Context: an optimization exercise on an open-source flow, tuned for small area, a short achievable clock period and few clock cycles. The choices shown serve that exercise and are no tape-out recipe. Function was checked by simulation only, so behaviour that the tests miss may differ from the original. No activity file was given, so power comes from the tool's default toggle rates.

==> inputs of build 97 <==
## nspe_rt
module nspe_rt (
    input             clk,
    input             rst,           
    input             cmd_valid,
    output            cmd_ready,
    input      [2:0]  cmd_op,
    input      [31:0] cmd_ip,
    input      [31:0] cmd_mask,
    input      [7:0]  cmd_iface,
    input      [31:0] cmd_new_ip,
    input      [2:0]  cmd_sel,       
    input      [15:0] cmd_index,
    output reg        rsp_valid,
    output reg [7:0]  rsp_status,
    output reg        rsp_flag,      
    output reg [7:0]  rsp_iface,
    output reg [3:0]  rsp_index,
    output     [4:0]  rsp_count,
    output reg [31:0] rsp_ip,
    output reg [31:0] rsp_mask,
    output reg        rsp_edited,
    output reg        rsp_deleted
);
export LEC_CHECK = 0
export CAP_MARGIN = 20
export CORE_MARGIN = 2
export CORE_UTILIZATION = 45
export PLACE_DENSITY = 0.6
export SETUP_SLACK_MARGIN = 5
export SLEW_MARGIN = 20
export TNS_END_PERCENT = 5
create_clock -name core_clock -period 10.0 [get_ports {clk}]
standard.sh (not shown) runs the stock make flow with config.mk's settings and CLKGATE_MAP_FILE= SYNTH_SCRIPT=/design/flow/synth_recipe.tcl, a recipe that flattens the netlist after the stock synthesis.
==> flow/flow/run.sh <==
#!/bin/bash
set -euo pipefail
cd "$(dirname "$0")/.."
bash standard.sh SETUP_SLACK_MARGIN=6.6 finish > flow_make.log 2>&1
==> trial 96: changes against build 97 <==
--- a/flow/design.v
+++ b/flow/design.v
@@ -48,22 +48,38 @@
     endfunction
     function [4:0] popc16(input [15:0] x);
         reg [3:0] p;
         begin
             p = popc15(x[14:0]);
             popc16 = {1'b0, p} + {4'd0, x[15]};
         end
     endfunction
-    function [5:0] popc32(input [31:0] x);
-        reg [3:0] h0, h1;
+    function [2:0] popc4(input [3:0] x);
+        reg [1:0] a0;
         begin
-            h0 = popc15(x[14:0]);
-            h1 = popc15(x[29:15]);
-            popc32 = ({2'd0, h0} + {2'd0, h1}) + ({5'd0, x[30]} + {5'd0, x[31]});
+            a0 = fadd(x[0], x[1], x[2]);
+            popc4 = {a0[1] & (a0[0] & x[3]), a0[1] ^ (a0[0] & x[3]), a0[0] ^ x[3]};
+        end
+    endfunction
+    function [5:0] sum8x3(input [23:0] p);
+        reg [2:0] a, b, c, d, e, f, g2, h;
+        reg [5:0] s1, c1, s2, c2, s3, c3, s4, c4;
+        reg [5:0] x0, x1, x2, x3, x4, x5, x6, x7;
+        begin
+            {h, g2, f, e, d, c, b, a} = p;
+            x0 = {3'd0, a}; x1 = {3'd0, b}; x2 = {3'd0, c}; x3 = {3'd0, d};
+            x4 = {3'd0, e}; x5 = {3'd0, f}; x6 = {3'd0, g2}; x7 = {3'd0, h};
+            s1 = x0 ^ x1 ^ x2; c1 = ((x0 & x1) | (x0 & x2) | (x1 & x2)) << 1;
+            s2 = x3 ^ x4 ^ x5; c2 = ((x3 & x4) | (x3 & x5) | (x4 & x5)) << 1;
+            s3 = s1 ^ c1 ^ s2; c3 = ((s1 & c1) | (s1 & s2) | (c1 & s2)) << 1;
+            s4 = c2 ^ x6 ^ x7; c4 = ((c2 & x6) | (c2 & x7) | (x6 & x7)) << 1;
+            s1 = s3 ^ c3 ^ s4; c1 = ((s3 & c3) | (s3 & s4) | (c3 & s4)) << 1;
+            s2 = s1 ^ c1 ^ c4; c2 = ((s1 & c1) | (s1 & c4) | (c1 & c4)) << 1;
+            sum8x3 = s2 + c2;
         end
     endfunction
     function [1:0] cmp6(input [5:0] a, input [5:0] b);
         reg [5:0] g, e;
         reg g2, e2, g1, e1, g0, e0;
         begin
             g = a & ~b;
             e = ~(a ^ b);
@@ -77,20 +93,27 @@
     reg [2:0]  p_op;
     reg [31:0] p_ip;
     reg [31:0] p_nip;
     reg [31:0] p_mask;
     reg [7:0]  p_if;
     reg [2:0]  p_sel;
     reg [4:0]  p_idx;
     reg        p_idx_big;    
+    reg [23:0] p_pc;         
+    integer g;
     wire p_two = p_op == OP_EDIT && (p_sel[0] || !p_sel[1]);
-    assign cmd_ready = ~(p_valid && p_two);
+    reg  busy;     
+    assign cmd_ready = ~busy;
     always @(posedge clk) begin
-        p_valid   <= cmd_valid & cmd_ready & ~rst;
+        p_valid   <= cmd_valid & ~busy & ~rst;
+        busy      <= cmd_valid & ~busy & ~rst &
+                     (cmd_op == OP_EDIT) & (cmd_sel[0] | ~cmd_sel[1]);
+        for (g = 0; g < 8; g = g + 1)
+            p_pc[g*3 +: 3] <= popc4(cmd_mask[g*4 +: 4]);
         p_op      <= cmd_op;
         p_ip      <= cmd_ip;
         p_nip     <= cmd_new_ip;
         p_mask    <= cmd_mask;
         p_if      <= cmd_iface;
         p_sel     <= cmd_sel;
         p_idx     <= cmd_index[4:0];
         p_idx_big <= |cmd_index[15:5];
@@ -152,17 +175,17 @@
         f_len = 6'd0;
         for (q = 0; q < CAP; q = q + 1)
             f_len = f_len | (fa[q] ? t_len[q*6 +: 6] : 6'd0);
     end
     always @(posedge clk)
         if (ph1) begin
             if (!c_sel[1]) c_len <= f_len;
         end else
-            c_len <= popc32(p_mask);
+            c_len <= sum8x3(p_pc);
     genvar s, t;
     generate
         for (s = 0; s < CAP; s = s + 1) begin : cmp
             wire [31:0] ips = t_ip[s*32 +: 32];
             wire [31:0] x   = c_ip ^ ips;
             wire [5:0]  ls  = t_len[s*6 +: 6];
             assign mt[s]  = t_v[s] & ~t_del[s] & ~|(x & t_mask[s*32 +: 32]);
             assign eqa[s] = t_v[s] & ~|x;
@@ -208,16 +231,19 @@
     integer u;
     always @* begin
         free1 = 16'd0;
         for (u = CAP - 1; u >= 0; u = u - 1)
             if (!t_v[u]) free1 = 16'd0 | (16'd1 << u);
     end
     wire full = &t_v;
     wire dup  = c_ph2 & c_sel[0] & |(eqa & ~f1);
+    wire [CAP-1:0] wd = ({CAP{is_ins}} & free1) |
+                        ({CAP{is_ins}} & eqa & ~t_ed & ~t_del) |
+                        ({CAP{is_edit & ~ph1 & ~dup}} & fe);
     assign wr = ({CAP{is_ins & ~found & ~full}} & free1) |
                 ({CAP{is_ins}} & eqa & ~t_ed & ~t_del) |
                 ({CAP{is_edit & ~ph1 & ~dup}} & fe);
     wire we_ip   = is_ins | c_sel[0];
     wire we_mask = is_ins | c_sel[1];
     wire we_if   = is_ins | c_sel[2];
     wire [CAP-1:0] keep = t_v & (t_ed | t_del);
     reg           o_valid;
@@ -225,17 +251,17 @@
     reg           o_flag;
     reg           o_read;
     reg           o_big;
     reg [3:0]     o_idx;
     reg [CAP-1:0] o_win;
     integer i;
     always @(posedge clk) begin
         for (i = 0; i < CAP; i = i + 1) begin
-            if (wr[i]) begin
+            if (wd[i]) begin
                 if (we_ip)   t_ip[i*32 +: 32]   <= c_ip;
                 if (we_mask) t_mask[i*32 +: 32] <= c_mask;
                 if (we_mask) t_len[i*6 +: 6]    <= c_len;
                 if (we_if)   t_if[i*8 +: 8]     <= c_if;
                 t_ed[i]  <= is_edit;
                 t_del[i] <= 1'b0;
             end
             if (is_rm && fa[i]) t_del[i] <= 1'b1;
==> flow/run.sh (new file) <==
#!/bin/bash
# synth_recipe.tcl (not shown) runs the flow's synth.tcl, then flattens the netlist and writes it again
# the make line also repeats each setting of config.mk as NAME=value (left out here)
make -C /OpenROAD-flow-scripts/flow DESIGN_CONFIG=/design/flow/config.mk WORK_HOME=/design/flow/orfs CLKGATE_MAP_FILE= SYNTH_SCRIPT=/design/flow/synth_recipe.tcl finish
CAP_MARGIN = 35   (was 20)
SLEW_MARGIN = 35   (was 20)
removed: flow/flow/run.sh
removed: flow/standard.sh
==> reports/metrics.yaml <==
global_routing:
  grt_pass1_vias: 74460
placement:
  placed_area_um2: 99590
drt:
  met1_length_um: 203000
power:
  power_leakage_nw: 45.84
sta:
  slew_violations: 2
run_status:
  status: "failed layout checks"
  check.faults: "slew limit"
the above is filed under build 97

==> reports/metrics.yaml <==
run_status:
  status: "failed layout checks"
  check.faults: "capacitance limit, slew limit"
global_routing:
  grt_pass1_vias: 74280
job:
  cap_violations: 1
power:
  comb_power_w: 0.00218
  power_leakage_nw: 44.88
sta:
  slew_violations: 1
the above is filed under trial 96

Testbench counts of build 97, summed over its fixed seeds: cycles 5,001.
Testbench counts of trial 96, summed over its fixed seeds: cycles 5,001.

## separate check: timing with driven ports
Ports are ideal in the flow. The routed layouts listed here were re-timed in OpenROAD.
Step 1 assumes that a clkbuf_16 drives the clock port and a buf_2 every other input.
Step 2 adds t to the input delays and takes it off the output delays; t is the mean of the earliest and latest rising clock arrival at the registers after step 1. Input paths then give back, and output paths get back, about the clock's delay inside the block.
Three values: no drivers, after step 1, after step 2; two values: the first two.
run | t (ns) | setup WS [ns] | pins driven straight from the clock port
build 97 | 1.031 | 5.392 / 5.392 / 5.392 | 1
trial 96 | 1.001 | 4.344 / 4.344 / 4.344 | 1
